From an optimization exercise on the open Yosys and OpenROAD flow, aimed at small area, a short achievable clock period and few clock cycles; shortcuts taken in it are not production practice. At most, simulation tests tie the RTL to the original design; equivalence was not proved.

// lz4crc
module lz4crc (
    input  wire        clk,
    input  wire        rst,             
    input  wire        cmd_valid,
    output wire        cmd_ready,
    input  wire [7:0]  cmd_op,
    input  wire [31:0] cmd_src,
    input  wire [31:0] cmd_len,
    input  wire [31:0] cmd_dst,
    input  wire [31:0] cmd_cap,
    output reg         done,
    output reg  [7:0]  status,
    output reg  [31:0] result,
    output wire        mem_req,
    output wire        mem_we,
    output wire [29:0] mem_addr,
    output wire [3:0]  mem_wstrb,
    output wire [31:0] mem_wdata,
    input  wire        mem_gnt,
    input  wire        mem_rvalid,
    input  wire [31:0] mem_rdata
);
    localparam [7:0] ST_OK           = 8'h01;
    localparam [7:0] ST_SRC_OVERRUN  = 8'h20;
    localparam [7:0] ST_DST_OVERRUN  = 8'h21;
    localparam [7:0] ST_BAD_OFFSET   = 8'h22;
    localparam [7:0] ST_ILLEGAL_OP   = 8'h30;
  ...
Size in the first run: about 420 flip-flops, about 280 I/O pins, about 42000 µm² of cells after synthesis.
clock: 8.0 ns
lec_check: 0
cap_margin: 20
core_margin: 2
core_utilization: 40
setup_slack_margin: 2.5
slew_margin: 20
run.sh (not shown) runs the stock make flow with config.mk's settings and CLKGATE_MAP_FILE= SYNTH_SCRIPT=/design/flow/synth_recipe.tcl, a recipe that flattens the netlist after the stock synthesis.
The starting point ran to the end with no violations.
==> next run, changes <==
--- a/flow/design.v
+++ b/flow/design.v
@@ -541,24 +541,28 @@
                          (ncopy == 3'd3) ? 4'b0111 : 4'b1111;
     assign mem_wstrb = wr_rdy ? (lanes_n << wl) : 4'b0000;
     assign mem_wdata = xw;
     assign cmd_ready = (state == S_IDLE);
     wire wr_go = wr_rdy && mem_gnt;
     wire rd_go = rd_rdy && mem_gnt;
     wire       cons   = hdr_rdy || (wr_go && !use_per);
     wire [2:0] ncons  = nhdr_c;
     wire [2:0] posn   = {1'b0, pos} + ncons;
     wire       xdrop  = (state == S_MCOPY) && !acc_nz && pf && (pos != 2'd0);
     wire       shift  = (cons && !fits3(pos, ncons)) || xdrop;
     wire       load   = mem_rvalid && (disc == 3'd0);
+    wire       fwd    = wr_go && msrc && !per && !pf && (dh == 4'd0) && (wl == 2'd0) &&
+                        (ncopy == 3'd4) && (outs == 2'd0) && a_more && (nv_s != 2'd3);
+    wire       wld    = load || fwd;
+    wire [31:0] wdat  = fwd ? xw : mem_rdata;
     wire       drop   = mem_rvalid && (disc != 3'd0);
     wire [1:0] nv_s   = nval - {1'b0, shift};
     wire [1:0] outs_n = outs + {1'b0, rd_go} - {1'b0, load};
     wire [2:0] disc_d = disc - {2'b0, drop};
     wire [2:0] disc_n = disc_d + {1'b0, outs_n};
     wire [7:0] hb = y[7:0];    
     wire        chk      = (state == S_CHECK);
     wire        mchk     = (state == S_MCHK);
     wire [15:0] offv     = st_off ? y[15:0] : offset;
     wire        mchk2    = mchk || st_off;
     wire [31:0] sas_a    = mchk2 ? wp : sa;
     wire [31:0] sas_b    = mchk2 ? {16'd0, offv} : s_left;
@@ -594,45 +598,45 @@
             outs   <= 2'd0;
             disc   <= 3'd0;
             msrc   <= 1'b0;
             per    <= 1'b0;
             pf     <= 1'b0;
         end else begin
             done <= 1'b0;
             if (cons) pos <= posn[1:0];
             if (shift) begin
                 w0 <= w1;
                 w1 <= w2;
             end
-            if (load) begin
-                if ((nval == 2'd0) || (nval == 2'd1 && shift)) w0 <= mem_rdata;
-                if ((nval == 2'd1 && !shift) || (nval == 2'd2 && shift)) w1 <= mem_rdata;
-                if ((nval == 2'd2 && !shift) || (nval == 2'd3 && shift)) w2 <= mem_rdata;
+            if (wld) begin
+                if ((nval == 2'd0) || (nval == 2'd1 && shift)) w0 <= wdat;
+                if ((nval == 2'd1 && !shift) || (nval == 2'd2 && shift)) w1 <= wdat;
+                if ((nval == 2'd2 && !shift) || (nval == 2'd3 && shift)) w2 <= wdat;
             end
-            nval <= nv_s + {1'b0, load};
+            nval <= nv_s + {1'b0, wld};
             outs <= outs_n;
             disc <= disc_d;
-            if (rd_go) rq <= addr_inc;
+            if (rd_go || fwd) rq <= addr_inc;
             if (rd_go && pf) sf <= sf + 2'd1;
             if (rd_go && msrc) begin
                 mw <= mw - 2'd1;
                 dh <= dh - 4'd1;
             end
             if (wr_go) begin
                 wp  <= {wp_c ? addr_inc : wp[31:2], wl_n[1:0]};
                 acc  <= acc_sum;
                 az   <= acc_lo8 && (acc[2:0] <= room);
                 alt4 <= acc_lo8 && !acc_d3[2];
                 ahi  <= (acc[32:5] != 28'd0) || (acc[4] && (acc[3:0] >= {1'b0, ncopy}));
-                if (({1'b0, wl} + ncopy) == 3'd4 && dh != 4'd15) dh <= dh + 4'd1;
+                if (({1'b0, wl} + ncopy) == 3'd4 && dh != 4'd15 && !fwd) dh <= dh + 4'd1;
                 if (use_per)
                     case (off3)
                         3'd1: ph <= 2'd0;
                         3'd2: ph <= {1'b0, ph[0] ^ ncopy[0]};
                         3'd3: ph <= (({1'b0, ph} + ncopy) >= 3'd6) ? ({1'b0, ph} + ncopy - 3'd6) :
                                     (({1'b0, ph} + ncopy) >= 3'd3) ? ({1'b0, ph} + ncopy - 3'd3) :
                                     ({1'b0, ph} + ncopy);
                         default: ph <= ph + ncopy[1:0];
                     endcase
             end
             if (cons && state != S_MCOPY)
                 set_sl(sln);
Effect:
- The new run completed with no timing, DRC or antenna violations
- global-route usage came out higher by 1.3 points
- clock-buffer cell count is lower by 10
- die area came out higher by 1.2%
- non-clock buffer count goes up by 114
- worst setup slack got worse by 5.0 ps
- via count is higher by 3.8%
- utilization grows by 1.2 points
Testbench counts after the change, summed over its fixed seeds: cycles 72,177.
No functional check of the RTL was part of the first run of this note.

run 5:
Another version of the RTL of lz4crc (not shown whole).
For scale: about 5000 cells after synthesis, ~420 flip-flops, roughly 42000 um2 of cells after synthesis.
make LEC_CHECK=0 CAP_MARGIN=20 CORE_MARGIN=2 CORE_UTILIZATION=40 SETUP_SLACK_MARGIN=2.0 SLEW_MARGIN=20 finish   # period 8.0 ns
Testbench counts of run 5, summed over its fixed seeds: cycles 77,454.
What run 4 does differently from run 5 at the input level:
--- a/flow/design.v
+++ b/flow/design.v
@@ -697,17 +697,20 @@
                         end
                     end
                 end
                 S_LEXT, S_MEXT: begin
                     if (!s_nz) finish(ST_SRC_OVERRUN, 32'd0);
                     else if (hdr_rdy) begin
-                        set_acc({acc[32] | acc_sum[32], acc_sum[31:0]});
+                        acc <= {acc[32] | acc_sum[32], acc_sum[31:0]};    
                         if (hb != 8'hFF) state <= (state == S_LEXT) ? S_LCHK : S_MCHK;
                     end
                 end
                 S_LCHK: begin
+                    az   <= (acc == 33'd0);
+                    alt4 <= (acc[32:2] == 31'd0);
+                    ahi  <= (acc[32:4] != 29'd0);
                     c_left <= cla[31:0];
                     opos   <= opa[31:0];
                     if (acc_gt_s)      finish(ST_SRC_OVERRUN, 32'd0);
                     else if (acc_gt_c) finish(ST_DST_OVERRUN, 32'd0);
                     else               state <= S_LIT;
                 end
@@ -720,13 +723,18 @@
                             set_acc({29'd0, mnib} + 33'd4);
                             if (mnib == 4'hF) state <= S_MEXT;
                             else              match_start;
                         end
                     end
                 end
-                S_MCHK: match_start;
+                S_MCHK: begin
+                    az   <= 1'b0;                    
+                    alt4 <= 1'b0;
+                    ahi  <= (acc[32:4] != 29'd0);
+                    match_start;
+                end
                 S_MCOPY: begin
                     if (!acc_nz && pf) begin
                         pos   <= spos;
                         msrc  <= 1'b0;
                         pf    <= 1'b0;
                         state <= S_TOK;
### Flow results
- Later-pin clock latency in the skew report in run 4 is 40 ps above run 5.
- Met3 track demand over resource in global routing: run 4 < run 5
- Compared to run 5, run 4 has wire length on met2 1200 um lower.
- From run 5 to run 4 the numbers moved as follows: cell area reported after detailed placement essentially unchanged, share of the core filled with cells increased 0.29 points.
- [compare] base=run 5 new=run 4: clock-buffer cell count has increased, setup slack after layout held.
- Overall routing resource usage sits lower in run 4 than in run 5.
Function not checked in run 4: the RTL went through the layout flow alone.

==> port drivers added, routing unchanged <==
How much do the figures lean on ideal ports? The routed layouts below were timed once more, with nothing changed but the port constraints.
Step 1, drivers: a clkbuf_16 drives clk and a buf_2 each remaining input, both assumed.
Step 2, shift: input delay + t, output delay - t, t = (earliest + latest rising clock arrival at the registers) / 2. This alone moves slack from input paths to output paths.
a / b / c = no drivers / after step 1 / after step 2; a / b = the first two.
| run | t (ns) | slack for setup (ns) | worst setup path after step 2 |
|---|---|---|---|
| the first run of note 1 | 0.740 | 2.327 / 2.327 / 2.327 | register to register |
| the second run of note 1 | 0.742 | 2.322 / 2.322 / 2.322 | register to register |
| run 5 | 0.734 | 2.031 / 1.956 / 2.157 | register to register |
| run 4 | 0.742 | 2.030 / 1.959 / 2.081 | register to register |
After both steps setup and hold are still met in every run listed.
